From an optimization exercise on the open Yosys and OpenROAD flow, aimed at small area and a short achievable clock period; shortcuts taken in it are not production practice. Only simulation tests tie the RTL to the original design; equivalence was not proved. No activity file was given, so power comes from the tool's default toggle rates.

===== flow/config.mk =====
export PLATFORM = sky130hd
export DESIGN_NAME = wwvb_core
export DESIGN_NICKNAME = wwvb_core
export VERILOG_FILES = /design/flow/design.v
export SDC_FILE = /design/flow/constraint.sdc
export NUM_CORES = 4
export LEC_CHECK = 0
export CAP_MARGIN = 20
export CORE_MARGIN = 2
export CORE_UTILIZATION = 40
export SLEW_MARGIN = 20

===== flow/constraint.sdc =====
create_clock -name core_clock -period 45.0 [get_ports {clk}]
set_input_delay 9.0000 -clock core_clock [delete_from_list [all_inputs] [get_ports {clk}]]
set_output_delay 9.0000 -clock core_clock [all_outputs]
set_load 0.01 [all_outputs]

===== flow/design.v =====
module wwvb_add11 (
    input  wire [10:0] a,
    input  wire [10:0] b,
    input  wire        cin,
    output reg  [10:0] s
);
    reg c;
    integer i;
    always @* begin
        c = cin;
        for (i = 0; i < 11; i = i + 1) begin
            s[i] = a[i] ^ b[i] ^ c;
            c    = (a[i] & b[i]) | (c & (a[i] ^ b[i]));
        end
    end
endmodule
module wwvb_decoder (
    input  wire [63:0] bitseq,
    input  wire [6:0]  bit_len,
    output wire        incomplete,    
    output wire        invalid,       
    output wire        malformed,     
    output wire [7:0]  raw_minute,
    output wire [7:0]  raw_hour,
    output wire [10:0] raw_doy,
    output wire [7:0]  raw_yy,
    output wire [1:0]  raw_dst,
    output wire        raw_leap
);
    wire [63:0] elem = bitseq;
    wire [3:0] min_t  = {elem[0],  elem[1],  elem[2],  elem[3]};
    wire [3:0] min_u  = {elem[5],  elem[6],  elem[7],  elem[8]};
    wire [3:0] hr_t   = {elem[10], elem[11], elem[12], elem[13]};
    wire [3:0] hr_u   = {elem[15], elem[16], elem[17], elem[18]};
    wire [3:0] doy_h  = {elem[20], elem[21], elem[22], elem[23]};
    wire [3:0] doy_t  = {elem[25], elem[26], elem[27], elem[28]};
    wire [3:0] doy_u  = {elem[30], elem[31], elem[32], elem[33]};
    wire [3:0] yr_t   = {elem[45], elem[46], elem[47], elem[48]};
    wire [3:0] yr_u   = {elem[50], elem[51], elem[52], elem[53]};
    assign raw_leap = elem[56];
    assign raw_dst  = {elem[57], elem[58]};
    wire [10:0] mi_a, hr_a, yy_a, dy_a, dy_b, dy_c, dy_d;
    wwvb_add11 u_mi0 (.a({6'd0, min_t, 1'b0}), .b({7'd0, min_u}), .cin(1'b0), .s(mi_a));
    wwvb_add11 u_mi1 (.a({4'd0, min_t, 3'b0}), .b(mi_a), .cin(1'b0), .s(raw_minute_w));
    wwvb_add11 u_hr0 (.a({6'd0, hr_t, 1'b0}),  .b({7'd0, hr_u}),  .cin(1'b0), .s(hr_a));
    wwvb_add11 u_hr1 (.a({4'd0, hr_t, 3'b0}),  .b(hr_a), .cin(1'b0), .s(raw_hour_w));
    wwvb_add11 u_yy0 (.a({6'd0, yr_t, 1'b0}),  .b({7'd0, yr_u}),  .cin(1'b0), .s(yy_a));
    wwvb_add11 u_yy1 (.a({4'd0, yr_t, 3'b0}),  .b(yy_a), .cin(1'b0), .s(raw_yy_w));
    wwvb_add11 u_dy0 (.a({6'd0, doy_h, 1'b0}), .b({7'd0, doy_t}), .cin(1'b0), .s(dy_a));
    wwvb_add11 u_dy1 (.a({4'd0, doy_h, 3'b0}), .b(dy_a), .cin(1'b0), .s(dy_b));
    wwvb_add11 u_dy2 (.a({dy_b[9:0], 1'b0}),   .b({7'd0, doy_u}), .cin(1'b0), .s(dy_c));
    wwvb_add11 u_dy3 (.a({dy_b[7:0], 3'b0}),   .b(dy_c), .cin(1'b0), .s(dy_d));
    wire [10:0] raw_minute_w, raw_hour_w, raw_yy_w;
    assign raw_minute = raw_minute_w[7:0];
    assign raw_hour   = raw_hour_w[7:0];
    assign raw_yy     = raw_yy_w[7:0];
    assign raw_doy    = dy_d;
    wire leap_year = (raw_yy[1:0] == 2'd0) && (raw_yy != 8'd100);
    assign incomplete = (bit_len < 7'd40);
    assign invalid    = (raw_minute > 8'd59) || (raw_hour > 8'd23) ||
                        (raw_doy == 11'd0) || (raw_doy > 11'd366);
    assign malformed  = (raw_doy == 11'd366) && !leap_year;
endmodule
module wwvb_calendar (
    input  wire [7:0]  yy,
    input  wire [8:0]  doy,
    output reg  [3:0]  month,
    output wire [4:0]  day,
    output wire [2:0]  wday
);
    wire leap = (yy[1:0] == 2'd0) && (yy != 8'd100);
    wire [3:0] c  = doy[8:5];
    wire [4:0] lo = doy[4:0];
    reg  [9:0] lo_t;             
    always @* begin
        case (c)
            4'd0: lo_t = {5'd31, 5'd31};
            4'd1: lo_t = {5'd27, 5'd28};
            4'd2: lo_t = {5'd26, 5'd27};
            4'd3: lo_t = {5'd24, 5'd25};
            4'd4: lo_t = {5'd23, 5'd24};
            4'd5: lo_t = {5'd21, 5'd22};
            4'd6: lo_t = {5'd20, 5'd21};
            4'd7: lo_t = {5'd19, 5'd20};
            4'd8: lo_t = {5'd17, 5'd18};
            4'd9: lo_t = {5'd16, 5'd17};
            4'd10: lo_t = {5'd14, 5'd15};
            4'd11: lo_t = {5'd13, 5'd14};
            default: lo_t = {5'd31, 5'd31};
        endcase
    end
    wire [4:0] thr = leap ? lo_t[4:0] : lo_t[9:5];
    reg gt;
    integer i;
    always @* begin
        gt = 1'b0;
        for (i = 0; i < 5; i = i + 1)
            gt = (lo[i] & ~thr[i]) | (~(lo[i] ^ thr[i]) & gt);
    end
    wire [10:0] mi;              
    wwvb_add11 u_mi (.a({7'd0, c}), .b(11'd0), .cin(gt), .s(mi));
    always @* month = mi[3:0] + 4'd1;
    reg  [9:0] kk;               
    always @* begin
        case (mi[3:0])
            4'd0: kk = {5'd0, 5'd0};
            4'd1: kk = {5'd1, 5'd1};
            4'd2: kk = {5'd5, 5'd4};
            4'd3: kk = {5'd6, 5'd5};
            4'd4: kk = {5'd8, 5'd7};
            4'd5: kk = {5'd9, 5'd8};
            4'd6: kk = {5'd11, 5'd10};
            4'd7: kk = {5'd12, 5'd11};
            4'd8: kk = {5'd13, 5'd12};
            4'd9: kk = {5'd15, 5'd14};
            4'd10: kk = {5'd16, 5'd15};
            4'd11: kk = {5'd18, 5'd17};
            default: kk = {5'd0, 5'd0};
        endcase
    end
    wire [4:0]  k = leap ? kk[4:0] : kk[9:5];
    wire [10:0] dsum;
    wwvb_add11 u_day (.a({6'd0, lo}), .b({6'd0, k}), .cin(1'b0), .s(dsum));
    assign day = dsum[4:0];
    function [2:0] m7x5;         
        input [2:0] x;
        case (x)
            3'd0: m7x5 = 3'd0;  3'd1: m7x5 = 3'd5;  3'd2: m7x5 = 3'd3;
            3'd3: m7x5 = 3'd1;  3'd4: m7x5 = 3'd6;  3'd5: m7x5 = 3'd4;
            3'd6: m7x5 = 3'd2;  default: m7x5 = 3'd0;
        endcase
    endfunction
    wire       past_2100 = (yy > 8'd100);
    reg  [2:0] e;                
    always @* begin
        case ({yy[1:0], past_2100})
            3'b00_0: e = 3'd4;  3'b00_1: e = 3'd3;
            3'b01_0: e = 3'd6;  3'b01_1: e = 3'd5;
            3'b10_0: e = 3'd0;  3'b10_1: e = 3'd6;
            3'b11_0: e = 3'd1;  default: e = 3'd0;
        endcase
    end
    wire [10:0] s1, s2, s3, s4, s5;
    wwvb_add11 u_w1 (.a({8'd0, m7x5(yy[7:5])}), .b({8'd0, m7x5(yy[4:2])}), .cin(1'b0), .s(s1));
    wwvb_add11 u_w2 (.a({8'd0, doy[8:6]}), .b({8'd0, doy[5:3]}), .cin(1'b0), .s(s2));
    wwvb_add11 u_w3 (.a({8'd0, doy[2:0]}), .b({8'd0, e}), .cin(1'b0), .s(s3));
    wwvb_add11 u_w4 (.a(s1), .b(s2), .cin(1'b0), .s(s4));
    wwvb_add11 u_w5 (.a(s4), .b(s3), .cin(1'b0), .s(s5));
    wire [10:0] g1, g2;
    wwvb_add11 u_g1 (.a({8'd0, s5[5:3]}), .b({8'd0, s5[2:0]}), .cin(1'b0), .s(g1));
    wwvb_add11 u_g2 (.a({8'd0, g1[2:0]}), .b(11'd0), .cin(g1[3]), .s(g2));
    assign wday = (g2[2:0] == 3'd7) ? 3'd0 : g2[2:0];
endmodule
module wwvb_local_hour (
    input  wire [4:0]        utc_hour,
    input  wire signed [7:0] tz,
    input  wire [1:0]        dst,
    output wire [4:0]        hour
);
    wire [10:0] s0, s;
    wwvb_add11 u_s0 (.a({6'd0, utc_hour}), .b({3'd0, ~tz[7], tz[6:0]}), .cin(dst == 2'd2), .s(s0));
    wwvb_add11 u_s1 (.a(s0), .b(11'd16), .cin(1'b0), .s(s));
    wire [5:0] q = s[8:3];
    reg  [1:0] m3;
    always @* begin
        case (q)
            6'd0,  6'd3,  6'd6,  6'd9,  6'd12, 6'd15, 6'd18,
            6'd21, 6'd24, 6'd27, 6'd30, 6'd33, 6'd36: m3 = 2'd0;
            6'd1,  6'd4,  6'd7,  6'd10, 6'd13, 6'd16, 6'd19,
            6'd22, 6'd25, 6'd28, 6'd31, 6'd34:        m3 = 2'd1;
            default:                                  m3 = 2'd2;
        endcase
    end
    assign hour = {m3, s[2:0]};
endmodule
module wwvb_year (
    input  wire [7:0]  yy,
    output wire [15:0] year
);
    wire [10:0] yhi;
    wwvb_add11 u_hi (.a({7'd0, yy[7:4]}), .b(11'h07D), .cin(1'b0), .s(yhi));
    assign year = {4'd0, yhi[7:0], yy[3:0]};
endmodule
module wwvb_core #(
    parameter signed [7:0] TZ_INIT = -8'sd5
) (
    input  wire        clk,
    input  wire        rst,
    input  wire        edge_valid,
    input  wire        edge_dir,         
    input  wire [31:0] edge_ts,          
    input  wire        bus_valid,
    input  wire        bus_we,
    input  wire [3:0]  bus_addr,
    input  wire [31:0] bus_wdata,
    output wire        bus_ready,
    output reg         bus_rvalid,
    output reg  [31:0] bus_rdata,
    output reg         rtc_wr,
    output wire [15:0] rtc_year,
    output wire [3:0]  rtc_month,
    output wire [4:0]  rtc_day,
    output wire [2:0]  rtc_wday,
    output wire [4:0]  rtc_hour,
    output wire [5:0]  rtc_minute,
    output wire [5:0]  rtc_second,
    output wire [9:0]  rtc_subsec,
    output reg         evt_valid,
    output wire [2:0]  evt_code
);
    localparam [2:0] RES_NONE = 3'd0, RES_OK = 3'd1, RES_INCOMPLETE = 3'd2,
                     RES_INVALID = 3'd3, RES_MALFORMED = 3'd4;
    reg [31:0] last_edge_time;
    reg        have_edge;
    reg [63:0] bitseq;
    reg [6:0]  bit_len;
    reg [5:0]  sec_cnt;
    reg signed [7:0] tz;
    reg [7:0]  clk_yy;           
    reg [3:0]  clk_month;
    reg [4:0]  clk_day;
    reg [2:0]  clk_wday;
    reg [5:0]  clk_minute;
    reg [1:0]  clk_dst;
    reg [4:0]  utc_hour;
    reg        synced;
    reg [2:0]  result;
    reg [7:0]  raw_minute_r;
    reg [7:0]  raw_hour_r;
    reg [10:0] raw_doy_r;
    reg [7:0]  raw_yy_r;
    reg [1:0]  raw_dst_r;
    reg        raw_leap_r;
    reg [7:0]  snap_yy;          
    reg [3:0]  snap_month;
    reg [4:0]  snap_day;
    reg [2:0]  snap_wday;
    reg [3:0]  rd_addr;
    assign bus_ready = !rst && !edge_valid;
    wire do_edge = !rst && edge_valid;
    wire do_fall = do_edge && !edge_dir;
    wire do_bus  = !rst && !edge_valid && bus_valid;
    wire do_rd   = do_bus && !bus_we;
    wire do_wr   = do_bus && bus_we;
    reg [9:0] dur;
    reg       dc;
    integer   i;
    always @* begin
        dc = 1'b1;
        for (i = 0; i < 10; i = i + 1) begin
            dur[i] = edge_ts[i] ^ ~last_edge_time[i] ^ dc;
            dc     = (edge_ts[i] & ~last_edge_time[i]) | (dc & (edge_ts[i] ^ ~last_edge_time[i]));
        end
    end
    wire [21:0] hi_a = edge_ts[31:10];
    wire [21:0] hi_b = ~last_edge_time[31:10];
    wire [21:0] hi_c = {hi_a[20:0] | hi_b[20:0], dc};
    wire dur_short = ~|(hi_a ^ hi_b ^ hi_c);
    wire is_bit0 = dur_short && (dur >= 10'd750) && (dur <= 10'd850);
    wire is_bit1 = dur_short && (dur >= 10'd450) && (dur <= 10'd550);
    wire is_mark = dur_short && (dur >= 10'd150) && (dur <= 10'd250);
    wire classify   = do_fall && have_edge;
    wire append_bit = classify && (is_bit0 || is_bit1);
    wire marker     = classify && is_mark;
    wire frame_done = marker && (sec_cnt == 6'd59);
    reg [6:0] bit_len_inc;
    reg [5:0] sec_cnt_inc;
    reg       ic;
    always @* begin
        ic = 1'b1;
        for (i = 0; i < 7; i = i + 1) begin
            bit_len_inc[i] = bit_len[i] ^ ic;
            ic = ic & bit_len[i];
        end
        ic = 1'b1;
        for (i = 0; i < 6; i = i + 1) begin
            sec_cnt_inc[i] = sec_cnt[i] ^ ic;
            ic = ic & sec_cnt[i];
        end
    end
    wire        dec_incomplete, dec_invalid, dec_malformed;
    wire [7:0]  dec_raw_minute, dec_raw_hour, dec_raw_yy;
    wire [10:0] dec_raw_doy;
    wire [1:0]  dec_raw_dst;
    wire        dec_raw_leap;
    wwvb_decoder u_dec (
        .bitseq     (bitseq),
        .bit_len    (bit_len),
        .incomplete (dec_incomplete),
        .invalid    (dec_invalid),
        .malformed  (dec_malformed),
        .raw_minute (dec_raw_minute),
        .raw_hour   (dec_raw_hour),
        .raw_doy    (dec_raw_doy),
        .raw_yy     (dec_raw_yy),
        .raw_dst    (dec_raw_dst),
        .raw_leap   (dec_raw_leap)
    );
    reg [2:0] dec_result;
    always @* begin
        if (dec_incomplete)      dec_result = RES_INCOMPLETE;
        else if (dec_invalid)    dec_result = RES_INVALID;
        else if (dec_malformed)  dec_result = RES_MALFORMED;
        else                     dec_result = RES_OK;
    end
    wire decode_ok = frame_done && (dec_result == RES_OK);
    wire wr_tz = do_wr && (bus_addr == 4'h2);
    wire [3:0]  dec_month;
    wire [4:0]  dec_day;
    wire [2:0]  dec_wday;
    wwvb_calendar u_cal (
        .yy    (dec_raw_yy),
        .doy   (dec_raw_doy[8:0]),
        .month (dec_month),
        .day   (dec_day),
        .wday  (dec_wday)
    );
    wire [15:0] clk_year, snap_year;
    wwvb_year u_cy (.yy(clk_yy),  .year(clk_year));
    wwvb_year u_sy (.yy(snap_yy), .year(snap_year));
    wire [4:0] local_hour;
    wwvb_local_hour u_lh (
        .utc_hour (utc_hour),
        .tz       (tz),
        .dst      (clk_dst),
        .hour     (local_hour)
    );
    wire [4:0] clk_hour = synced ? local_hour : 5'd0;
    always @* begin
        case (rd_addr)
            4'h0: bus_rdata = {synced, 5'b0, clk_dst, 3'b0, utc_hour, 3'b0, clk_hour, 2'b0, clk_minute};
            4'h1: bus_rdata = {4'b0, snap_wday, snap_day, snap_month, snap_year};
            4'h2: bus_rdata = {{24{tz[7]}}, tz};
            4'h3: bus_rdata = {7'b0, have_edge, 5'b0, result, 1'b0, bit_len, 2'b0, sec_cnt};
            4'h4: bus_rdata = {3'b0, raw_leap_r, 2'b0, raw_dst_r, raw_yy_r, raw_hour_r, raw_minute_r};
            4'h5: bus_rdata = {21'b0, raw_doy_r};
            4'h6: bus_rdata = bitseq[31:0];
            4'h7: bus_rdata = bitseq[63:32];
            4'h8: bus_rdata = 32'hFFFF_FFFB;    
            4'h9: bus_rdata = 32'hFFFF_FFFA;    
            4'hA: bus_rdata = 32'hFFFF_FFF9;    
            4'hB: bus_rdata = 32'hFFFF_FFF8;    
            4'hC: bus_rdata = 32'hFFFF_FFF7;    
            4'hD: bus_rdata = 32'hFFFF_FFF6;    
            4'hE: bus_rdata = last_edge_time;
            default: bus_rdata = 32'h0;
        endcase
    end
    always @(posedge clk)
        rd_addr <= bus_addr;
    always @(posedge clk) begin
        if (rst) begin
            last_edge_time <= 32'd0;
            have_edge      <= 1'b0;
            bitseq         <= 64'd0;
            bit_len        <= 7'd0;
            sec_cnt        <= 6'd0;
            tz             <= TZ_INIT;
            clk_yy         <= 8'd0;
            clk_month      <= 4'd1;
            clk_day        <= 5'd1;
            clk_wday       <= 3'd5;
            clk_minute     <= 6'd0;
            clk_dst        <= 2'd0;
            utc_hour       <= 5'd0;
            synced         <= 1'b0;
            result         <= RES_NONE;
            raw_minute_r   <= 8'd0;
            raw_hour_r     <= 8'd0;
            raw_doy_r      <= 11'd0;
            raw_yy_r       <= 8'd0;
            raw_dst_r      <= 2'd0;
            raw_leap_r     <= 1'b0;
            snap_yy        <= 8'd0;
            snap_month     <= 4'd1;
            snap_day       <= 5'd1;
            snap_wday      <= 3'd5;
            bus_rvalid     <= 1'b0;
            rtc_wr         <= 1'b0;
            evt_valid      <= 1'b0;
        end else begin
            bus_rvalid <= do_rd;
            rtc_wr     <= decode_ok || (wr_tz && synced);
            evt_valid  <= frame_done;
            if (do_rd && bus_addr == 4'h0) begin
                snap_yy  <= clk_yy;
                snap_month <= clk_month;
                snap_day   <= clk_day;
                snap_wday  <= clk_wday;
            end
            if (do_edge) begin
                last_edge_time <= edge_ts;
                have_edge      <= 1'b1;
            end
            if (append_bit) begin
                if (!bit_len[6] && is_bit1)
                    bitseq[bit_len[5:0]] <= 1'b1;
                if (bit_len != 7'd127)
                    bit_len <= bit_len_inc;
            end
            if (marker)
                sec_cnt <= sec_cnt_inc;
            if (frame_done) begin
                bitseq  <= 64'd0;
                bit_len <= 7'd0;
                sec_cnt <= 6'd0;
                result  <= dec_result;
                if (!dec_incomplete) begin
                    raw_minute_r <= dec_raw_minute;
                    raw_hour_r   <= dec_raw_hour;
                    raw_doy_r    <= dec_raw_doy;
                    raw_yy_r     <= dec_raw_yy;
                    raw_dst_r    <= dec_raw_dst;
                    raw_leap_r   <= dec_raw_leap;
                end
                if (decode_ok) begin
                    clk_yy     <= dec_raw_yy;
                    clk_month  <= dec_month;
                    clk_day    <= dec_day;
                    clk_wday   <= dec_wday;
                    clk_minute <= dec_raw_minute[5:0];
                    clk_dst    <= dec_raw_dst;
                    utc_hour   <= dec_raw_hour[4:0];
                    synced     <= 1'b1;
                end
            end
            if (wr_tz)
                tz <= bus_wdata[7:0];
        end
    end
    assign rtc_year   = clk_year;
    assign rtc_month  = clk_month;
    assign rtc_day    = clk_day;
    assign rtc_wday   = clk_wday;
    assign rtc_hour   = clk_hour;
    assign rtc_minute = clk_minute;
    assign rtc_second = 6'd0;
    assign rtc_subsec = 10'd0;
    assign evt_code   = result;
endmodule

===== flow/flow/run.sh =====
#!/bin/bash
# The standard ORFS layout (standard.sh), with these changes to how the
# layout is made:
#  - synthesis maps the logic with an area-oriented ABC recipe
#    (flow/abc_map.script) in place of ORFS's delay-oriented one; it runs
#    from a copy of ORFS's scripts folder that differs only in that file,
#    so the registers and every other step are the standard ones;
#  - the port buffers are buf_1 cells instead of the larger delay-buffer
#    cells buffer_ports picks on its own;
#  - the clock tree is built from small clock buffers without dummy loads.
# The full make output goes to standard.log here; ORFS keeps each step's
# log under orfs/logs.
set -euo pipefail
rm -rf scripts_abc
cp -r "$FLOW_HOME/scripts" scripts_abc
cp flow/abc_map.script scripts_abc/abc_speed.script
export SCRIPTS_DIR="$PWD/scripts_abc"
export BUFFER_PORTS_ARGS="-buffer_cell sky130_fd_sc_hd__buf_1"
export CTS_ARGS="-sink_clustering_enable -repair_clock_nets -dont_use_dummy_load -buf_list sky130_fd_sc_hd__clkbuf_4 -sink_clustering_size 8 -sink_clustering_max_diameter 40"
bash standard.sh > standard.log 2>&1

===== flow/flow/abc_map.script =====
strash
&get -n
&st
&syn2
&dch
&nf -a -R 1000
&st
&syn2
&dch
&nf -a -R 1000
&st
&syn2
&dch
&nf -a -R 1000
&put
topo
stime -c

===== flow/standard.sh =====
#!/bin/bash
# synth_recipe.tcl (not shown) runs the flow's synth.tcl, then flattens the netlist and writes it again
# the make line also repeats each setting of config.mk as NAME=value (left out here)
make -C /OpenROAD-flow-scripts/flow DESIGN_CONFIG=/design/flow/config.mk WORK_HOME=/design/flow/orfs CLKGATE_MAP_FILE= SYNTH_SCRIPT=/design/flow/synth_recipe.tcl "${@:-finish}"

==> metrics.csv, run 1 <==
metric,value,unit
antenna_found_initial,2,
clockRootBuffer,clkbuf_4,
fin_area,14000,sq um
synth-seq-cells,220,
mostFrequentLayoutCells,"nor2_1 (269), dfxtp_1 (220), clkinv_1 (142)",
path_clk_slew,0.08,ns
routed_wl,42400,um
rr_startpoint,bitseq[23]$_SDFFE_PP0P_,
detail_route.vias_per_cell,5.67,
worstSetupStartpointType,input pin,
setup_tns,0,ns
synthXorXnorAreaFrac,2.49,%
fill_cells,3199,
cts_buffers,41,
cts_resized,0,
r2r_slack,35.23,ns
cts.sinks,220,
antenna_left,0,
stdcell_count,2058,
worst_hold_slack,0.475,ns
grt_pass1_vias,11085,
leakage,0.00553,uW
drc_errors,0,
async_flop_share,0,%
cts_setup_buffers,0,
synth_top_area_share,34.8,%
min_period,18.71,ns
cts_buffer_depth,3,
synth_top_family_by_area,adder cells,
synth_edf_count,0,
layout_commonest_cell,nor2_1,
nNetsFinal,1897,
finalHoldViolations,0,
overflow,0,
yosysWarnings,4,
cp-end-kind,output port,
critPathKind,input pin to output port,
syn_inst,1484,
fin_worst_skew,0.0502,ns
cap_violations,0,
hp-start,snap_yy[7]$_SDFFE_PP0P_,
hp-class,register to register,
yosysSeqAreaShare,34.8,%
wl_per_cell,20.6,um
die_x,182,um
yosys.area.top_type,dfxtp_1,
io_pins,168,
fin_crit_sh,41.6,%
h-tree-depth,2,
relSlewSlack,22.3,%
insertion_delay,0.68,ns
finish.utilization,44.7,%
grt_pass1_wl,65100,um
drive_gt1_share,4.17,%
ys.flop_type,dfxtp_1,
grt_start_max_net_pins,88,
synthTopCellsByArea,"dfxtp_1 (35%), ha_1 (11%), fa_1 (8.9%), nor2_1 (8.1%), a21oi_1 (4.5%)",
cts_tree,done,
synth_compound_area_share,17.0,%
worstRegToRegCells,40,
gp_congestion,0.909,
max-vdd-ir-drop,0.0137,mV
rsz0062_at_grt,no,
grtUsageTotal,25.5,%
setup_violations,0,
io_buffers,123,
status,timing/DRC/antenna clean,
synth_adder_area_share,19.7,%
critical_path.max_fanout,23,
muxShareOfSynthArea,0.475,%
synth.distinct_cells,53,
first_iter_violations,1366,
rows,65,
start_util,40.4,%
coreArea,31300,sq um
die_y,182,um
hold_path_depth,2,
first_pass_iters,6,
synth-simple-area-share,19.7,%
dpl_cell_area,13700,sq um
cts_hold_buffers,0,
hpwl,31300,um
min_to,snap_yy[7]$_SDFFE_PP0P_,
dp.cells,2016,
routed-via-count,11669,
syn_area,12700,sq um
design.die.area,33100,sq um
worst_pin_slew,1.16,ns
rr_endpoint,clk_day[4]$_SDFFE_PP0P_,
critPathArrivalTime,9.71,ns
slew_violations,0,
power_density,25.0,nW/um^2
crit_required,36.00,ns
syn2layout_area_growth,10.6,%
fmax,53.5,MHz
syn_avg_cell_area,8.52,sq um
sequential cells by signal, summed over array words and instances, names as in the netlist, 5 cells and up:
name	flops
raw_doy_r	11
snap_yy	8
bitseq	64
raw_yy_r	8
clk_day	5
sec_cnt	6
clk_yy	8
clk_minute	6
bit_len	7
tz	8
last_edge_time	32
utc_hour	5
raw_minute_r	8
snap_day	5
raw_hour_r	8
cell type report:
class / count / area (sq um) / area share [%]
well taps: 402 / 503 / 3.60
clock buffers: 41 / 308 / 2.20
inverters: 142 / 533 / 3.81
flip-flops and latches: 220 / 4400 / 31.5
diodes: 1 / 2.50 / 0.0179
multi-input cells: 1115 / 7670 / 54.8
repair buffers: 137 / 571 / 4.08
routing by layer:
| metal | track usage, % | part of all wire [%] | wire, um | vias up |
|---|---|---|---|---|
| met1 | 34.4 | 43 | 18200 | 5556 |
| met4 | 10.3 | 4.0 | 1690 | 2 |
| met5 | 0 | 0.031 | 13 | - |
| met2 | 41.0 | 45 | 19100 | 511 |
| li1 | - | - | - | 5512 |
| met3 | 3.93 | 8.2 | 3460 | 88 |
cells in the mapped netlist, types with 4 or more instances:
library cell / n
nor2_1: 272
dfxtp_1: 220
clkinv_1: 142
a21oi_1: 113
ha_1: 110
nand2_1: 89
nor3_1: 76
fa_1: 56
o21ai_0: 51
nand3_1: 47
a211oi_1: 41
a222oi_1: 30
buf_4: 26
xor2_1: 20
a221oi_1: 17
a22oi_1: 16
xnor2_1: 16
a22o_1: 13
and2_0: 13
nor2b_1: 13
nand2b_1: 12
and3_1: 9
nor4_1: 8
nand4_1: 7
a31oi_1: 6
mux2i_1: 6
a21boi_0: 5
a221o_1: 4
nand4b_1: 4
o22ai_1: 4
or2_0: 4
through the flow:
| step | setup slack (ns) | total power [uW] |
|---|---|---|
| 2_1_floorplan | 25.86 | 224 |
| 6_report | 26.29 | 349 |
| 5_1_grt | 26.29 | 363 |
| 3_5_place_dp | 26.32 | 239 |
| 4_1_cts | 26.31 | 351 |
| 3_3_place_gp | 26.32 | 238 |
critical path, stage by stage:
cell and delay [ns]:
clkbuf_4 0.27, nor2_4 0.22, buf_1 0.19
report_power, final:
group          total (uW)  internal [uW]  switching (uW)
combinational        35.1           11.4            23.7
clock                 114           41.6            72.7
sequential            200            197            3.03
total                 349            250            99.4
logic make-up (layout without fill, tap and decap cells):
kind of cell / count (synthesis) / in the layout
AOI/OAI and AO/OA: 324 / 324
xor gates and xnor gates: 36 / 36
adders and majority gates: 166 / 166
buffers and inverters: 168 / 320
DFF: 220 / 220
muxes: 6 / 6
other: 1 / 21
and+or+nand+nor: 563 / 563
how the worst max path moves through the flow:
stage,slack [ns],endpoint,cells past startpoint,start
2_1_floorplan,25.86,bus_ready,1,edge_valid
3_3_place_gp,26.32,bus_ready,3,rst
3_5_place_dp,26.32,bus_ready,3,rst
4_1_cts,26.31,bus_ready,3,rst
5_1_grt,26.29,bus_ready,3,rst
6_report,26.29,bus_ready,3,rst
==> run 2: changes to the inputs <==
--- a/flow/flow/run.sh
+++ b/flow/flow/run.sh
@@ -7,7 +7,9 @@
 #    so the registers and every other step are the standard ones;
 #  - the port buffers are buf_1 cells instead of the larger delay-buffer
 #    cells buffer_ports picks on its own;
-#  - the clock tree is built from small clock buffers without dummy loads.
+#  - the clock tree is built from small clock buffers without dummy loads;
+#  - timing repair aims for 27 ns of setup slack, which in this design only
+#    the combinational bus_ready path (input to output) falls short of.
 # The full make output goes to standard.log here; ORFS keeps each step's
 # log under orfs/logs.
 set -euo pipefail
@@ -17,4 +19,5 @@
 export SCRIPTS_DIR="$PWD/scripts_abc"
 export BUFFER_PORTS_ARGS="-buffer_cell sky130_fd_sc_hd__buf_1"
 export CTS_ARGS="-sink_clustering_enable -repair_clock_nets -dont_use_dummy_load -buf_list sky130_fd_sc_hd__clkbuf_4 -sink_clustering_size 8 -sink_clustering_max_diameter 40"
+export SETUP_SLACK_MARGIN=27
 bash standard.sh > standard.log 2>&1
==> run 2 against run 1 <==
Worst hold slack got worse by 0.0051 ns. Fmax rose by 1.4%. Count of clock-buffer cells in the layout rose by 1. Non-clock buffer count rose by 2. Register-to-register slack barely moved. Routed wire length rose by 0.79%. Critical path depth did not move. Final cell count rose by 0.15%. Sequential power barely moved. Setup slack improved by 0.27 ns. Sequential cell count did not move. Critical path type unchanged. Largest cell class unchanged.
==> metrics.csv, run 2 <==
metric,value,unit,change
syn_avg_cell_area,8.52,sq um,unchanged
worstSetupStartpointType,input pin,,
routed-via-count,11733,,+0.55%
synthTopCellsByCount,"nor2_1 (272), dfxtp_1 (220), clkinv_1 (142)",,
grtUsageTotal,25.8,%,+0.27 points
gp_congestion,0.919,,+1.1%
yosysWarnings,4,,unchanged
ys.flop_type,dfxtp_1,,
overflow,0,,unchanged
rr_startpoint,bitseq[23]$_SDFFE_PP0P_,,
cts_setup_buffers,0,,unchanged
status,timing/DRC/antenna clean,,
clockRootBuffer,clkbuf_4,,
wl_per_cell,20.8,um,+0.64%
cts_hold_buffers,0,,unchanged
nNetsFinal,1900,,+0.16%
fmax,54.2,MHz,+1.4%
h-tree-depth,2,,unchanged
worstRegToRegCells,42,,+5.0%
worst_pin_slew,1.15,ns,-0.00556 ns
coreArea,31300,sq um,unchanged
critical_path.max_fanout,2,,-91%
die_y,182,um,unchanged
synth_top_area_share,34.8,%,unchanged
route.met2.wl,19400,um,+1.6%
synth_edf_count,0,,unchanged
routed_wl,42800,um,+0.79%
insertion_delay,0.73,ns,+0.05 ns
slowest_stage,nor2_4,,
yosysMostFrequentCell,nor2_1,,
first_iter_violations,1381,,+1.1%
fin_worst_skew,0.150,ns,+0.100 ns
synth-seq-cells,220,,unchanged
drive_gt1_share,4.46,%,+0.29 points
rsz0062_at_grt,yes,,
min_period,18.44,ns,-0.265 ns
slew_violations,0,,unchanged
layout_commonest_cell,nor2_1,,
cts_tree,done,,
grt_pass1_vias,11024,,-0.55%
drt-met1-wl,18000,um,-0.88%
yosys.area.top_type,dfxtp_1,,
yosysSeqAreaShare,34.8,%,unchanged
critPathKind,input pin to output port,,
first_pass_iters,7,,+1
synth.distinct_cells,53,,unchanged
cp-end-kind,output port,,
antenna_left,0,,unchanged
relSlewSlack,22.7,%,+0.37 points
leakage,0.00557,uW,+0.68%
slowest_delay,0.17,ns,-0.10 ns
setup_tns,0,ns,unchanged
cts_buffer_depth,3,,unchanged
top_layer_used,met4,,
async_flop_share,0,%,unchanged
largest_reg_flops,64,,unchanged
hp-start,clk_yy[6]$_SDFFE_PP0P_,,
hold_path_depth,2,,unchanged
design.die.area,33100,sq um,unchanged
io_pins,168,,unchanged
synthTopCellsByArea,"dfxtp_1 (35%), ha_1 (11%), fa_1 (8.9%), nor2_1 (8.1%), a21oi_1 (4.5%)",,
io_buffers,123,,unchanged
path_clk_slew,0.05,ns,-0.03 ns
syn_inst,1484,,unchanged
cts.sinks,220,,unchanged
worstSetupStartpoint,rst,,
antenna_found_initial,2,,unchanged
fin_crit_sh,41.0,%,-0.59 points
mostFrequentLayoutCells,"nor2_1 (269), dfxtp_1 (220), clkinv_1 (142)",,
hpwl,31200,um,about the same
crit_required,36.00,ns,about the same
cts_buffers,42,,+2.4%
max-vdd-ir-drop,0.0142,mV,+3.6%
wl_met3,3560,um,+2.7%
critPathArrivalTime,9.44,ns,-0.27 ns
die_x,182,um,unchanged
start_util,40.4,%,unchanged
power_density,24.9,nW/um^2,-0.41%
setup_violations,0,,unchanged
finish.utilization,44.9,%,+0.24 points
grt_start_max_net_pins,78,,-11%
cap_violations,0,,unchanged
worstPathCellList,clkbuf_16 -> nor2_4 -> buf_6,,
reg_top3,"bitseq x64, last_edge_time x32, raw_doy_r x11",,
largest-register,bitseq,,
hp-class,register to register,,
grt_pass1_wl,65300,um,+0.41%
drc_errors,0,,unchanged
rows,65,,unchanged
detail_route.vias_per_cell,5.69,,+0.40%
syn2layout_area_growth,11.2,%,
syn_area,12700,sq um,unchanged
finalHoldViolations,0,,unchanged
[run 2: cell types whose count changed in the layout (fill, tap and decap cells not counted), sizes merged]
cell and delta:
buf +2, clkbuf +1
[run 2: worst max-delay path, delay by kind of cell]
family                 cells  cell delay, ns
and+or+nand+nor            1            0.17
buffers and inverters      2            0.26
[run 2: final cells by class]
cell class                      instances  area (sq um)
Fill cell                            3182         17200
Multi-Input combinational cell       1115          7670
Sequential cell                       220          4400
Timing Repair Buffer                  139           638
Inverter                              142           533
Tap cell                              402           503
Clock buffer                           42           315
Antenna cell                            1          2.50
[run 2: path summary, 6_finish.rpt]
path	endpoint	slack, ns
setup / recovery	bus_ready	26.56
hold / removal	clk_yy[6]$_SDFFE_PP0P_	0.47
setup reg to reg	clk_day[4]$_SDFFE_PP0P_	35.24
hold reg to reg	clk_yy[6]$_SDFFE_PP0P_	0.47
[run 2: report_power, final]
group          internal (uW)  switching [uW]  leakage (uW)  total, uW
clock network           42.5            71.9      0.000193        114
logic                   11.8            23.7       0.00360       35.5
registers                197            3.00       0.00178        200
[run 2: timing repair]
| item | CTS | global route |
|---|---|---|
| gates resized for setup | 5 | 3 |
| pin swaps | 1 | 1 |
| endpoints found under the setup margin | 1 | 1 |
| endpoints found under the hold margin | 0 | 0 |
[run 2: cells by family after synthesis]
| family | share of synthesized area, % |
|---|---|
| fa+ha+maj | 19.7 |
| other cells | 0.0296 |
| buf+inv | 5.76 |
| xor+xnor | 2.49 |
| flops | 34.8 |
| simple gates | 19.7 |
| compound gates | 17.0 |
| mux | 0.475 |
[run 2: layer usage]
metal | global-route usage (%) | up-vias
met5 | 0 | -
met4 | 11.5 | 0
met3 | 4.13 | 111
met2 | 41.1 | 530
met1 | 34.6 | 5561
li1 | - | 5531
[run 2: per-stage QoR]
stage	hold WS [ns]	instances	setup WS, ns	area [sq um]	total power [uW]
floorplan	0.424	1503	26.56	12700	225
global placement	0.448	2017	26.48	13700	238
detailed placement	0.456	2017	26.47	13700	239
CTS	0.474	2059	26.53	14000	352
global route	0.496	2061	26.55	14100	363
finish	0.469	2061	26.56	14100	350
==> run 3: changes to the inputs <==
--- a/flow/design.v
+++ b/flow/design.v
@@ -157,18 +157,19 @@
     input  wire [1:0]        dst,
     output wire [4:0]        hour
 );
-    wire [10:0] s0, s;
-    wwvb_add11 u_s0 (.a({6'd0, utc_hour}), .b({3'd0, ~tz[7], tz[6:0]}), .cin(dst == 2'd2), .s(s0));
-    wwvb_add11 u_s1 (.a(s0), .b(11'd16), .cin(1'b0), .s(s));
+    wire [10:0] s;
+    wwvb_add11 u_s0 (.a({6'd0, utc_hour}), .b({3'd0, ~tz[7], tz[6:0]}), .cin(dst == 2'd2), .s(s));
     wire [5:0] q = s[8:3];
     reg  [1:0] m3;
     always @* begin
         case (q)
-            6'd0,  6'd3,  6'd6,  6'd9,  6'd12, 6'd15, 6'd18,
-            6'd21, 6'd24, 6'd27, 6'd30, 6'd33, 6'd36: m3 = 2'd0;
-            6'd1,  6'd4,  6'd7,  6'd10, 6'd13, 6'd16, 6'd19,
-            6'd22, 6'd25, 6'd28, 6'd31, 6'd34:        m3 = 2'd1;
-            default:                                  m3 = 2'd2;
+            6'd1, 6'd4, 6'd7, 6'd10, 6'd13, 6'd16, 6'd19, 6'd22,
+            6'd25, 6'd28, 6'd31, 6'd34, 6'd37, 6'd40, 6'd43, 6'd46,
+            6'd49, 6'd52, 6'd55, 6'd58, 6'd61: m3 = 2'd0;
+            6'd2, 6'd5, 6'd8, 6'd11, 6'd14, 6'd17, 6'd20, 6'd23,
+            6'd26, 6'd29, 6'd32, 6'd35, 6'd38, 6'd41, 6'd44, 6'd47,
+            6'd50, 6'd53, 6'd56, 6'd59, 6'd62: m3 = 2'd1;
+            default: m3 = 2'd2;
         endcase
     end
     assign hour = {m3, s[2:0]};
@@ -231,6 +232,7 @@
     reg [7:0]  raw_yy_r;
     reg [1:0]  raw_dst_r;
     reg        raw_leap_r;
+    reg        raw_valid;        
     reg [7:0]  snap_yy;          
     reg [3:0]  snap_month;
     reg [4:0]  snap_day;
@@ -332,8 +334,8 @@
             4'h1: bus_rdata = {4'b0, snap_wday, snap_day, snap_month, snap_year};
             4'h2: bus_rdata = {{24{tz[7]}}, tz};
             4'h3: bus_rdata = {7'b0, have_edge, 5'b0, result, 1'b0, bit_len, 2'b0, sec_cnt};
-            4'h4: bus_rdata = {3'b0, raw_leap_r, 2'b0, raw_dst_r, raw_yy_r, raw_hour_r, raw_minute_r};
-            4'h5: bus_rdata = {21'b0, raw_doy_r};
+            4'h4: bus_rdata = raw_valid ? {3'b0, raw_leap_r, 2'b0, raw_dst_r, raw_yy_r, raw_hour_r, raw_minute_r} : 32'd0;
+            4'h5: bus_rdata = raw_valid ? {21'b0, raw_doy_r} : 32'd0;
             4'h6: bus_rdata = bitseq[31:0];
             4'h7: bus_rdata = bitseq[63:32];
             4'h8: bus_rdata = 32'hFFFF_FFFB;    
@@ -342,15 +344,27 @@
             4'hB: bus_rdata = 32'hFFFF_FFF8;    
             4'hC: bus_rdata = 32'hFFFF_FFF7;    
             4'hD: bus_rdata = 32'hFFFF_FFF6;    
-            4'hE: bus_rdata = last_edge_time;
+            4'hE: bus_rdata = have_edge ? last_edge_time : 32'd0;
             default: bus_rdata = 32'h0;
         endcase
     end
-    always @(posedge clk)
+    always @(posedge clk) begin
         rd_addr <= bus_addr;
+        if (do_edge)
+            last_edge_time <= edge_ts;
+    end
+    always @(posedge clk) begin
+        if (!rst && frame_done && !dec_incomplete) begin
+            raw_minute_r <= dec_raw_minute;
+            raw_hour_r   <= dec_raw_hour;
+            raw_doy_r    <= dec_raw_doy;
+            raw_yy_r     <= dec_raw_yy;
+            raw_dst_r    <= dec_raw_dst;
+            raw_leap_r   <= dec_raw_leap;
+        end
+    end
     always @(posedge clk) begin
         if (rst) begin
-            last_edge_time <= 32'd0;
             have_edge      <= 1'b0;
             bitseq         <= 64'd0;
             bit_len        <= 7'd0;
@@ -365,12 +379,7 @@
             utc_hour       <= 5'd0;
             synced         <= 1'b0;
             result         <= RES_NONE;
-            raw_minute_r   <= 8'd0;
-            raw_hour_r     <= 8'd0;
-            raw_doy_r      <= 11'd0;
-            raw_yy_r       <= 8'd0;
-            raw_dst_r      <= 2'd0;
-            raw_leap_r     <= 1'b0;
+            raw_valid      <= 1'b0;
             snap_yy        <= 8'd0;
             snap_month     <= 4'd1;
             snap_day       <= 5'd1;
@@ -388,10 +397,8 @@
                 snap_day   <= clk_day;
                 snap_wday  <= clk_wday;
             end
-            if (do_edge) begin
-                last_edge_time <= edge_ts;
-                have_edge      <= 1'b1;
-            end
+            if (do_edge)
+                have_edge <= 1'b1;
             if (append_bit) begin
                 if (!bit_len[6] && is_bit1)
                     bitseq[bit_len[5:0]] <= 1'b1;
@@ -405,14 +412,8 @@
                 bit_len <= 7'd0;
                 sec_cnt <= 6'd0;
                 result  <= dec_result;
-                if (!dec_incomplete) begin
-                    raw_minute_r <= dec_raw_minute;
-                    raw_hour_r   <= dec_raw_hour;
-                    raw_doy_r    <= dec_raw_doy;
-                    raw_yy_r     <= dec_raw_yy;
-                    raw_dst_r    <= dec_raw_dst;
-                    raw_leap_r   <= dec_raw_leap;
-                end
+                if (!dec_incomplete)
+                    raw_valid <= 1'b1;
                 if (decode_ok) begin
                     clk_yy     <= dec_raw_yy;
                     clk_month  <= dec_month;
--- a/flow/flow/run.sh
+++ b/flow/flow/run.sh
@@ -18,6 +18,6 @@
 cp flow/abc_map.script scripts_abc/abc_speed.script
 export SCRIPTS_DIR="$PWD/scripts_abc"
 export BUFFER_PORTS_ARGS="-buffer_cell sky130_fd_sc_hd__buf_1"
-export CTS_ARGS="-sink_clustering_enable -repair_clock_nets -dont_use_dummy_load -buf_list sky130_fd_sc_hd__clkbuf_4 -sink_clustering_size 8 -sink_clustering_max_diameter 40"
+export CTS_ARGS="-sink_clustering_enable -repair_clock_nets -dont_use_dummy_load -buf_list sky130_fd_sc_hd__clkbuf_8 -sink_clustering_size 16 -sink_clustering_max_diameter 40"
 export SETUP_SLACK_MARGIN=27
 bash standard.sh > standard.log 2>&1
==> run 3 against run 2 <==
Fmax is 0.68% higher. Highest routed layer unchanged. Largest cell class unchanged. Area after synthesis down 0.16%. Die area shrank 0.15%. Routed wire length is 4.5% lower. Still clean. Clock power rose by 27%. Critical endpoint unchanged. Final cell count is 6.9% lower.
==> metrics.csv, run 3 <==
metric,value,unit,change
worstPathCellList,buf_8 -> nor2_4 -> buf_6,,
fin_area,14200,sq um,+0.99%
yosysSeqAreaShare,40.6,%,+5.8 points
yosysMostFrequentCell,nor2_1,,
cts_tree,done,,
cts.sinks,221,,+0.45%
pwr-share-seq,53.5,%,-3.6 points
diodes,0,,-1
cp-end-kind,output port,,
syn_inst,1346,,-9.3%
drive_gt1_share,4.61,%,+0.15 points
slowest_stage,nor2_4,,
first_iter_violations,1269,,-8.1%
antenna_found_initial,0,,-2
antenna_left,0,,unchanged
cap_violations,0,,unchanged
slowest_delay,0.11,ns,-0.06 ns
grt_start_max_net_pins,74,,-5.1%
reg_top3,"bitseq x64, last_edge_time x32, raw_doy_r x11",,
synthTopCellsByCount,"nor2_1 (210), dfxtp_1 (151), clkinv_1 (149)",,
cts_buffers,36,,-14%
syn2layout_area_growth,12.5,%,
rsz0062_at_grt,yes,,
setup_violations,0,,unchanged
synth_top_area_share,23.9,%,-11 points
syn_avg_cell_area,9.38,sq um,+10%
fin_worst_skew,0.0697,ns,-0.0808 ns
layout_commonest_cell,nor2_1,,
h-tree-depth,2,,unchanged
mostFrequentLayoutCells,"nor2_1 (208), dfxtp_1 (151), clkinv_1 (149)",,
crit_required,36.00,ns,about the same
min_period,18.31,ns,-0.125 ns
hp-class,register to register,,
intPower,292,uW,+16%
synth-seq-cells,221,,+0.45%
drc_errors,0,,unchanged
multiInputGateArea,6870,sq um,-10%
overflow,0,,unchanged
insertion_delay,0.56,ns,-0.17 ns
dp.cells,1881,,-6.7%
status,timing/DRC/antenna clean,,
start_util,40.3,%,-0.064 points
hpwl,30300,um,-3.0%
critPathBufInv,2,,unchanged
critPathArrivalTime,9.31,ns,-0.13 ns
synth_edf_count,70,,+70
gp_congestion,0.918,,about the same
fmax,54.6,MHz,+0.68%
coreArea,31300,sq um,unchanged
design.die.area,33000,sq um,-0.15%
stdcell_count,1919,,-6.9%
io_buffers,123,,unchanged
fin_crit_sh,40.7,%,-0.28 points
die_x,182,um,about the same
finalHoldViolations,0,,unchanged
relSlewSlack,29.7,%,+7.0 points
p_sw,102,uW,+3.6%
clockRootBuffer,clkbuf_8,,
yosysWarnings,4,,unchanged
grt_pass1_vias,10563,,-4.2%
critPathKind,input pin to output port,,
routed-via-count,10773,,-8.2%
async_flop_share,0,%,unchanged
power.share.switching,25.9,%,-2.2 points
worst_pin_slew,1.05,ns,-0.0988 ns
nNetsFinal,1753,,-7.7%
grt_pass1_wl,62900,um,-3.7%
dpl_cell_area,13700,sq um,-0.22%
leakage,0.00565,uW,+1.4%
regArea,5120,sq um,+16%
slew_violations,0,,unchanged
p_total,394,uW,+13%
rows,65,,unchanged
first_pass_iters,6,,-1
worstSetupStartpointType,input pin,,
crit_family,buffers and inverters,,
ys.flop_type,dfxtp_1,,
max-vdd-ir-drop,0.0142,mV,+0.25%
critical_path.max_fanout,2,,unchanged
wl_per_cell,21.3,um,+2.5%
io_pins,168,,unchanged
largest_reg_flops,64,,unchanged
synthTopCellsByArea,"dfxtp_1 (24%), edfxtp_1 (17%), ha_1 (10%), fa_1 (8.7%), nor2_1 (6.2%)",,
yosys.area.top_type,dfxtp_1,,
p_comb_share,9.7,%,-0.5 points
pwr-share-clk,36.9,%,+4.2 points
power_density,27.7,nW/um^2,+12%
fill_cells,3093,,-2.8%
cts_buffer_depth,3,,unchanged
setup_tns,0,ns,unchanged
syn_area,12600,sq um,-0.16%
die_y,182,um,about the same
worst_hold_slack,0.453,ns,-0.0160 ns
path_clk_slew,0.05,ns,about the same
grtUsageTotal,25.0,%,-0.83 points
detail_route.vias_per_cell,5.61,,-1.4%
synth.distinct_cells,53,,unchanged
routed_wl,40800,um,-4.5%
largest-register,bitseq,,
==> run 3: cell count changes after synthesis, sizes merged, moves of 10 or more <==
cell    delta
o21ai     -20
a221oi    +10
nor3      -25
nand3     -24
nor2      -62
dfxtp     -69
edfxtp    +70
a211oi    -20
and3      +11
==> run 3: cell type report <==
cell class              instances  area share [%]
well taps                     402            3.54
multi-input cells             969            48.4
flip-flops and latches        221            36.1
repair buffers                142            4.55
inverters                     149            3.94
clock buffers                  36            3.49
==> run 3: logic make-up (layout without fill, tap and decap cells) <==
logic type                 Yosys count  after routing  share of synthesized area [%]
and+or+nand+nor                    455            455                           16.0
xor gates and xnor gates            32             32                           2.22
DFF                                221            221                           40.6
buffers and inverters              175            327                           5.97
AOI/OAI and AO/OA                  290            290                           15.1
adders and majority gates          160            160                           19.1
muxes                               12             12                          0.971
other                                1             20                         0.0297
==> run 3: metrics by stage <==
step                      worst slack [ns]  util, %
after floorplan                      26.89        -
after global placement               26.55     43.6
after detailed placement             26.55     43.6
after CTS                            26.67     45.2
after global routing                 26.66     45.4
final                                26.69     45.4
==> run 3: worst register-to-register path, delay by kind of cell, from the launching register on <==
family                     cells  cell delay (ns)
and+or+nand+nor                5             0.55
adders and majority gates     18             6.23
xor gates and xnor gates       3             0.92
AOI/OAI and AO/OA             10             1.38
DFF                            1             0.35
buffers and inverters          6             0.74
==> run 3: final timing paths <==
path                                 start                        to  slack [ns]  cells past startpoint
setup / recovery                edge_valid                 bus_ready       26.69                      3
hold / removal    clk_wday[0]$_SDFFE_PP1P_  clk_wday[0]$_SDFFE_PP1P_        0.45                      2
setup reg to reg   bitseq[23]$_SDFFE_PP0P_   clk_day[4]$_SDFFE_PP0P_       34.72                     42
hold reg to reg   clk_wday[0]$_SDFFE_PP1P_  clk_wday[0]$_SDFFE_PP1P_        0.45                      2
==> run 3: metal layers <==
layer / track usage (%) / vias up / share of wire, % / wire [um]
met1: 34.0 / 5174 / 43 / 17400
met2: 41.1 / 443 / 47 / 19300
met5: 0 / - / 0 / 0
met4: 8.00 / 0 / 2.9 / 1170
li1: - / 5079 / - / -
met3: 3.67 / 77 / 7.2 / 2940
==> run 3: power groups by stage <==
stage | sequential [uW] | combinational (uW) | clock, uW
6_report | 210 | 38.1 | 145
5_1_grt | 210 | 42.4 | 156
4_1_cts | 210 | 37.5 | 149
3_5_place_dp | 215 | 37.2 | 0
3_3_place_gp | 215 | 36.9 | 0
2_1_floorplan | 213 | 24.7 | 0
==> run 3: timing repair <==
action	in CTS	in global routing
hold buffers	0	0
buffers inserted	0	1
endpoints found under the setup margin	1	1
gates resized for setup	5	3
pin swaps	1	1
==> run 4: changes to the inputs <==
--- a/flow/flow/run.sh
+++ b/flow/flow/run.sh
@@ -18,6 +18,6 @@
 cp flow/abc_map.script scripts_abc/abc_speed.script
 export SCRIPTS_DIR="$PWD/scripts_abc"
 export BUFFER_PORTS_ARGS="-buffer_cell sky130_fd_sc_hd__buf_1"
-export CTS_ARGS="-sink_clustering_enable -repair_clock_nets -dont_use_dummy_load -buf_list sky130_fd_sc_hd__clkbuf_8 -sink_clustering_size 16 -sink_clustering_max_diameter 40"
+export CTS_ARGS="-sink_clustering_enable -repair_clock_nets -dont_use_dummy_load -buf_list sky130_fd_sc_hd__clkbuf_4 -sink_clustering_size 8 -sink_clustering_max_diameter 40"
 export SETUP_SLACK_MARGIN=27
 bash standard.sh > standard.log 2>&1
--- a/flow/config.mk
+++ b/flow/config.mk
@@ -5,7 +5,7 @@
 export SDC_FILE = /design/flow/constraint.sdc
 export NUM_CORES = 4
 export LEC_CHECK = 0
-export CAP_MARGIN = 20
+export CAP_MARGIN = 0
 export CORE_MARGIN = 2
 export CORE_UTILIZATION = 40
-export SLEW_MARGIN = 20
+export SLEW_MARGIN = 0
==> run 4 against run 3 <==
Synthesized cell count is the same. Largest power group unchanged. Sequential share of layout area grew 0.53 points. Final cell count grew 0.26%. Critical path type unchanged. Register-to-register slack lost 0.02 ns. Largest cell class unchanged. Setup slack lost 0.0050 ns. Still clean. First-iteration DRC count shrank 12%.
==> metrics.csv, run 4 <==
metric,value,unit,change
status,timing/DRC/antenna clean,,
power.share.switching,27.7,%,+1.7 points
critical_path.max_fanout,2,,unchanged
first_pass_iters,6,,unchanged
p_total,361,uW,-8.2%
yosys.area.top_type,dfxtp_1,,
layout_commonest_cell,nor2_1,,
critPathArrivalTime,9.32,ns,about the same
fin_worst_skew,0.0574,ns,-0.0123 ns
synth-seq-cells,221,,unchanged
start_util,40.3,%,unchanged
cts_buffers,40,,+11%
fin_crit_sh,40.7,%,about the same
finalHoldViolations,0,,unchanged
first_iter_violations,1122,,-12%
mostFrequentLayoutCells,"nor2_1 (208), dfxtp_1 (151), clkinv_1 (149)",,
gp_congestion,0.918,,unchanged
hp-class,register to register,,
drive_gt1_share,4.87,%,+0.25 points
antenna_left,0,,unchanged
routed_wl,40900,um,about the same
largest_reg_flops,64,,unchanged
pwr-share-seq,58.2,%,+4.7 points
largest-register,bitseq,,
synth_top_area_share,23.9,%,unchanged
design.die.area,33000,sq um,unchanged
worst_hold_slack,0.458,ns,+0.00428 ns
p_sw,99.9,uW,-2.2%
cts.sinks,221,,unchanged
syn_inst,1346,,unchanged
io_buffers,123,,unchanged
detail_route.vias_per_cell,5.66,,+0.88%
worstSetupStartpointType,input pin,,
async_flop_share,0,%,unchanged
leakage,0.00557,uW,-1.4%
nNetsFinal,1757,,+0.23%
cts_buffer_depth,3,,unchanged
critPathKind,input pin to output port,,
routed-via-count,10896,,+1.1%
clockRootBuffer,clkbuf_4,,
grt_start_max_net_pins,74,,unchanged
insertion_delay,0.68,ns,+0.12 ns
worst_pin_slew,1.08,ns,+0.0316 ns
min_period,18.32,ns,+0.00500 ns
cap_violations,0,,unchanged
grt_pass1_vias,10581,,+0.17%
grt_pass1_wl,63200,um,+0.41%
synth_edf_count,70,,unchanged
syn2layout_area_growth,10.8,%,
die_y,182,um,unchanged
io_pins,168,,unchanged
crit_required,36.00,ns,about the same
rows,65,,unchanged
relSlewSlack,27.7,%,-2.0 points
fmax,54.6,MHz,about the same
grtUsageTotal,25.1,%,+0.078 points
ys.flop_type,dfxtp_1,,
overflow,0,,unchanged
path_clk_slew,0.08,ns,+0.03 ns
hpwl,30300,um,unchanged
setup_tns,0,ns,unchanged
yosysWarnings,4,,unchanged
syn_area,12600,sq um,unchanged
yosysMostFrequentCell,nor2_1,,
p_comb_share,10.5,%,+0.8 points
cp-end-kind,output port,,
synth.distinct_cells,53,,unchanged
cts_hold_buffers,0,,unchanged
intPower,261,uW,-10%
h-tree-depth,2,,unchanged
antenna_found_initial,1,,+1
drc_errors,0,,unchanged
synthTopCellsByArea,"dfxtp_1 (24%), edfxtp_1 (17%), ha_1 (10%), fa_1 (8.7%), nor2_1 (6.2%)",,
reg_top3,"bitseq x64, last_edge_time x32, raw_doy_r x11",,
fill_cells,3109,,+0.52%
die_x,182,um,unchanged
power_density,25.8,nW/um^2,-6.9%
max-vdd-ir-drop,0.0120,mV,-16%
coreArea,31300,sq um,unchanged
cts_tree,done,,
pwr-share-clk,31.3,%,-5.6 points
setup_violations,0,,unchanged
synthTopCellsByCount,"nor2_1 (210), dfxtp_1 (151), clkinv_1 (149)",,
yosysSeqAreaShare,40.6,%,unchanged
syn_avg_cell_area,9.38,sq um,unchanged
slew_violations,0,,unchanged
rsz0062_at_grt,yes,,
wl_per_cell,21.2,um,-0.19%
run 4: cell counts after synthesis:
Identical to the previous run, type by type.
run 4: worst max-delay path: stages:
cell	delay [ns]
buf_8	0.10
nor2_4	0.11
buf_6	0.11
run 4: path summary, 6_finish.rpt:
| path | start | endpoint | slack (ns) | depth (start not counted) |
|---|---|---|---|---|
| worst min-delay path | clk_wday[0]$_SDFFE_PP1P_ | clk_wday[0]$_SDFFE_PP1P_ | 0.46 | 2 |
| worst max-delay path | edge_valid | bus_ready | 26.68 | 3 |
| worst max register to register | bitseq[23]$_SDFFE_PP0P_ | clk_day[4]$_SDFFE_PP0P_ | 34.70 | 42 |
| worst min register to register | clk_wday[0]$_SDFFE_PP1P_ | clk_wday[0]$_SDFFE_PP1P_ | 0.46 | 2 |
run 4: what timing repair did:
item	CTS	global route
gates resized for setup	5	3
endpoints found under the setup margin	1	1
buffers inserted	0	2
pin swaps	1	1
run 4: routing by layer:
metal  track usage [%]  part of all wire (%)
met3              3.95                   7.5
met4              8.33                   2.9
met2              40.7                    47
met5                 0                     0
met1              34.2                    43
run 4: cells by family after synthesis:
family / after synthesis / share of synthesized area, %
AOI/OAI and AO/OA: 290 / 15.1
xor gates and xnor gates: 32 / 2.22
buffers and inverters: 175 / 5.97
muxes: 12 / 0.971
adders and majority gates: 160 / 19.1
and+or+nand+nor: 455 / 16.0
DFF: 221 / 40.6
other: 1 / 0.0297
run 4: through the flow:
| stage | std cells | utilization [%] | cell area, sq um | setup WS [ns] |
|---|---|---|---|---|
| CTS | 1921 | 44.6 | 14000 | 26.67 |
| global placement | 1881 | 43.6 | 13700 | 26.55 |
| finish | 1924 | 44.7 | 14000 | 26.68 |
| floorplan | 1365 | - | 12700 | 26.89 |
| detailed placement | 1881 | 43.6 | 13700 | 26.55 |
| global route | 1924 | 44.7 | 14000 | 26.67 |
run 4: final cells by class:
cell class / count / area (sq um) / area share, %
flip-flops and latches: 221 / 5120 / 36.6
well taps: 402 / 503 / 3.59
repair buffers: 142 / 634 / 4.53
diodes: 1 / 2.50 / 0.0179
inverters: 149 / 559 / 4.00
multi-input cells: 969 / 6870 / 49.1
clock buffers: 40 / 300 / 2.15
run 4: power groups by stage:
stage / logic (uW) / clock network [uW] / registers, uW
6_report: 37.9 / 113 / 210
5_1_grt: 42.3 / 124 / 210
4_1_cts: 37.5 / 116 / 210
3_5_place_dp: 37.2 / 0 / 215
3_3_place_gp: 36.9 / 0 / 215
2_1_floorplan: 24.7 / 0 / 213
==> run 5: changes to the inputs <==
==> flow/config.mk (replaced) <==
export PLATFORM = sky130hd
export DESIGN_NAME = wwvb_core
export DESIGN_NICKNAME = wwvb_core
export VERILOG_FILES = /design/flow/design.v
export SDC_FILE = /design/flow/constraint.sdc
export NUM_CORES = 4
export LEC_CHECK = 0
export CAP_MARGIN = 20
export CORE_MARGIN = 2
export CORE_UTILIZATION = 60
export SLEW_MARGIN = 20
==> run 5 against run 4 <==
Still clean on timing, DRC and antenna. Sequential power is essentially flat. Critical path depth grew 1. Synthesized cell count is the same. Critical path type unchanged.
==> metrics.csv, run 5 <==
metric,value,unit,change
status,timing/DRC/antenna clean,,
crit_family,buffers and inverters,,
clockRootBuffer,clkbuf_4,,
fin_crit_sh,41.0,%,+0.25 points
coreArea,20800,sq um,-33%
first_pass_iters,7,,+1
grt_start_max_net_pins,74,,unchanged
yosys.area.top_type,dfxtp_1,,
cts_tree,done,,
grt_pass1_wl,58300,um,-7.8%
cp_common_cell,buf_12,,
die_x,149,um,-18%
cts_buffers,38,,-5.0%
max-vdd-ir-drop,0.0207,mV,+73%
nNetsFinal,1759,,+0.11%
critPathArrivalTime,9.43,ns,+0.11 ns
crit_required,36.00,ns,about the same
syn_area,12600,sq um,unchanged
die_y,149,um,-18%
drive_gt1_share,4.99,%,+0.12 points
worst_slack,26.57,ns,-0.114 ns
setup_tns,0,ns,unchanged
p_total,356,uW,-1.4%
largest_reg_flops,64,,unchanged
critPathKind,input pin to output port,,
drc_errors,0,,unchanged
synthTopCellsByArea,"dfxtp_1 (24%), edfxtp_1 (17%), ha_1 (10%), fa_1 (8.7%), nor2_1 (6.2%)",,
pre_cts_slack,26.11,ns,-0.436 ns
antenna_left,0,,unchanged
leakage,0.00562,uW,+0.84%
async_flop_share,0,%,unchanged
fill_cells,1795,,-42%
slowest_stage,buf_12,,
gp_congestion,0.968,,+5.4%
path_clk_slew,0.06,ns,-0.02 ns
worstSetupStartpointType,input pin,,
critical_path.max_fanout,2,,unchanged
slowest_delay,0.12,ns,about the same
overflow,0,,unchanged
insertion_delay,0.67,ns,about the same
power_density,25.6,nW/um^2,-0.91%
hp-class,register to register,,
fmax,54.2,MHz,-0.62%
worstPathCellList,buf_12 -> buf_12 -> nor2_4 -> buf_6,,
yosysWarnings,4,,unchanged
ys.flop_type,dfxtp_1,,
io_buffers,123,,unchanged
syn2layout_area_growth,10.2,%,
yosysMostFrequentCell,nor2_1,,
stdcell_count,1799,,-6.5%
cap_violations,0,,unchanged
largest-register,bitseq,,
yosysSeqAreaShare,40.6,%,unchanged
design.die.area,22200,sq um,-33%
start_util,60.7,%,+20 points
synth.distinct_cells,53,,unchanged
synthTopCellsByCount,"nor2_1 (210), dfxtp_1 (151), clkinv_1 (149)",,
hpwl,27800,um,-8.2%
cts_hold_buffers,0,,unchanged
critPathBufInv,3,,+1
h-tree-depth,2,,unchanged
routed-via-count,10991,,+0.87%
reg_top3,"bitseq x64, last_edge_time x32, raw_doy_r x11",,
mostFrequentLayoutCells,"nor2_1 (208), dfxtp_1 (151), clkinv_1 (149)",,
rows,53,,-18%
detail_route.vias_per_cell,6.11,,+7.9%
first_iter_violations,1146,,+2.1%
synth-seq-cells,221,,unchanged
finalHoldViolations,0,,unchanged
finish.utilization,66.9,%,+22 points
slew_violations,0,,unchanged
io_pins,168,,unchanged
grtUsageTotal,34.6,%,+9.6 points
relSlewSlack,28.2,%,+0.44 points
cts_buffer_depth,3,,unchanged
rsz0062_at_grt,yes,,
fin_worst_skew,0.0756,ns,+0.0183 ns
cp-end-kind,output port,,
synth_edf_count,70,,unchanged
routed_wl,38500,um,-5.9%
wl_per_cell,21.4,um,+0.68%
syn_avg_cell_area,9.38,sq um,unchanged
cts.sinks,221,,unchanged
grt_pass1_vias,10217,,-3.4%
dp.cells,1754,,-6.8%
worst_pin_slew,1.07,ns,-0.0146 ns
syn_inst,1346,,unchanged
antenna_found_initial,1,,unchanged
synth_top_area_share,23.9,%,unchanged
layout_commonest_cell,nor2_1,,
min_period,18.43,ns,+0.114 ns
setup_violations,0,,unchanged
run 5: cell count changes in the layout (fill, tap and decap cells not counted), moves of 2 or more:
cell,delta
buf_8,-2
clkbuf_4,-2
buf_12,+2
bufbuf_16,+2
run 5: metrics by stage:
stage,cell area [sq um],hold WS [ns]
after floorplan,12700,0.414
after global placement,13500,0.438
after detailed placement,13500,0.446
after CTS,13900,0.462
after global routing,13900,0.482
final,13900,0.455
run 5: area by class of cell:
type / instances / area (sq um) / area share, %
Clock buffer: 38 / 285 / 2.05
Timing Repair Buffer: 146 / 722 / 5.18
Multi-Input combinational cell: 969 / 6890 / 49.5
Inverter: 149 / 559 / 4.02
Sequential cell: 221 / 5120 / 36.8
Antenna cell: 1 / 2.50 / 0.0180
Tap cell: 275 / 344 / 2.47
run 5: repair_timing:
action                     in CTS  in global routing
pin swaps                       0                  1
gates resized for setup         7                  3
setup endpoints to repair       1                  1
hold endpoints to repair        0                  0
buffers inserted                1                  3
gates cloned                    2                  0
run 5: final timing paths:
check / startpoint / slack (ns) / cells past startpoint / end
max: rst / 26.57 / 4 / bus_ready
min reg2reg: clk_wday[0]$_SDFFE_PP1P_ / 0.46 / 2 / clk_wday[0]$_SDFFE_PP1P_
min: clk_wday[0]$_SDFFE_PP1P_ / 0.46 / 2 / clk_wday[0]$_SDFFE_PP1P_
max reg2reg: bitseq[23]$_SDFFE_PP0P_ / 34.70 / 42 / clk_day[4]$_SDFFE_PP0P_
run 5: cell families after synthesis:
group | Yosys count | share of synthesized area (%)
DFF | 221 | 40.6
adders and majority gates | 160 | 19.1
and+or+nand+nor | 455 | 16.0
muxes | 12 | 0.971
AOI/OAI and AO/OA | 290 | 15.1
other | 1 | 0.0297
xor gates and xnor gates | 32 | 2.22
buffers and inverters | 175 | 5.97
run 5: report_power, final:
part	total, uW	internal [uW]	switching, uW
clock	107	38.7	68.5
sequential	210	207	2.72
combinational	38.7	14.2	24.6
total	356	260	95.8
run 5: worst register-to-register path, delay by kind of cell (launching register included):
kind / cells / cell delay, ns
xor gates and xnor gates: 3 / 0.91
adders and majority gates: 18 / 6.21
AOI/OAI and AO/OA: 10 / 1.39
and+or+nand+nor: 5 / 0.56
DFF: 1 / 0.36
buffers and inverters: 6 / 0.74
run 5: routing by layer:
layer  vias to the layer above  GRT usage, %  share of wire [%]
met3                        81          6.67                9.9
met2                       582          54.5                 46
met4                         0          12.1                3.1
li1                       5104             -                  -
met1                      5224          48.1                 41
met5                         -             0                  0

-- static timing again, ports no longer ideal --
In the flow no input, the clock included, has a driving cell. The finished layouts below were timed again as built, in two steps.
Step 1 assumes that a clkbuf_16 drives the clock port and a buf_2 every other input.
Step 2, shift: input delay + t, output delay - t, t = (earliest + latest rising clock arrival at the registers) / 2. This alone moves slack from input paths to output paths.
Slacks: no drivers / after step 1 / after step 2; pairs: no drivers / after step 1.
| run | shift t [ns] | slack for setup (ns) | worst setup path after step 2 | latest minus earliest clock arrival (ns) | slew at the worst register clock pin (ns) |
|---|---|---|---|---|---|
| run 1 | 0.703 | 26.294 / 26.272 / 26.272 | input to output | 0.050 / 0.051 | 0.10 / 0.10 |
| run 2 | 0.696 | 26.560 / 26.519 / 26.519 | input to output | 0.151 / 0.151 | 0.10 / 0.10 |
| run 3 | 0.571 | 26.685 / 26.647 / 26.647 | input to output | 0.069 / 0.070 | 0.09 / 0.09 |
| run 4 | 0.699 | 26.680 / 26.634 / 26.634 | input to output | 0.058 / 0.057 | 0.10 / 0.10 |
| run 5 | 0.675 | 26.566 / 26.520 / 26.520 | input to output | 0.078 / 0.078 | 0.09 / 0.09 |
After both steps every run listed still meets setup and hold.
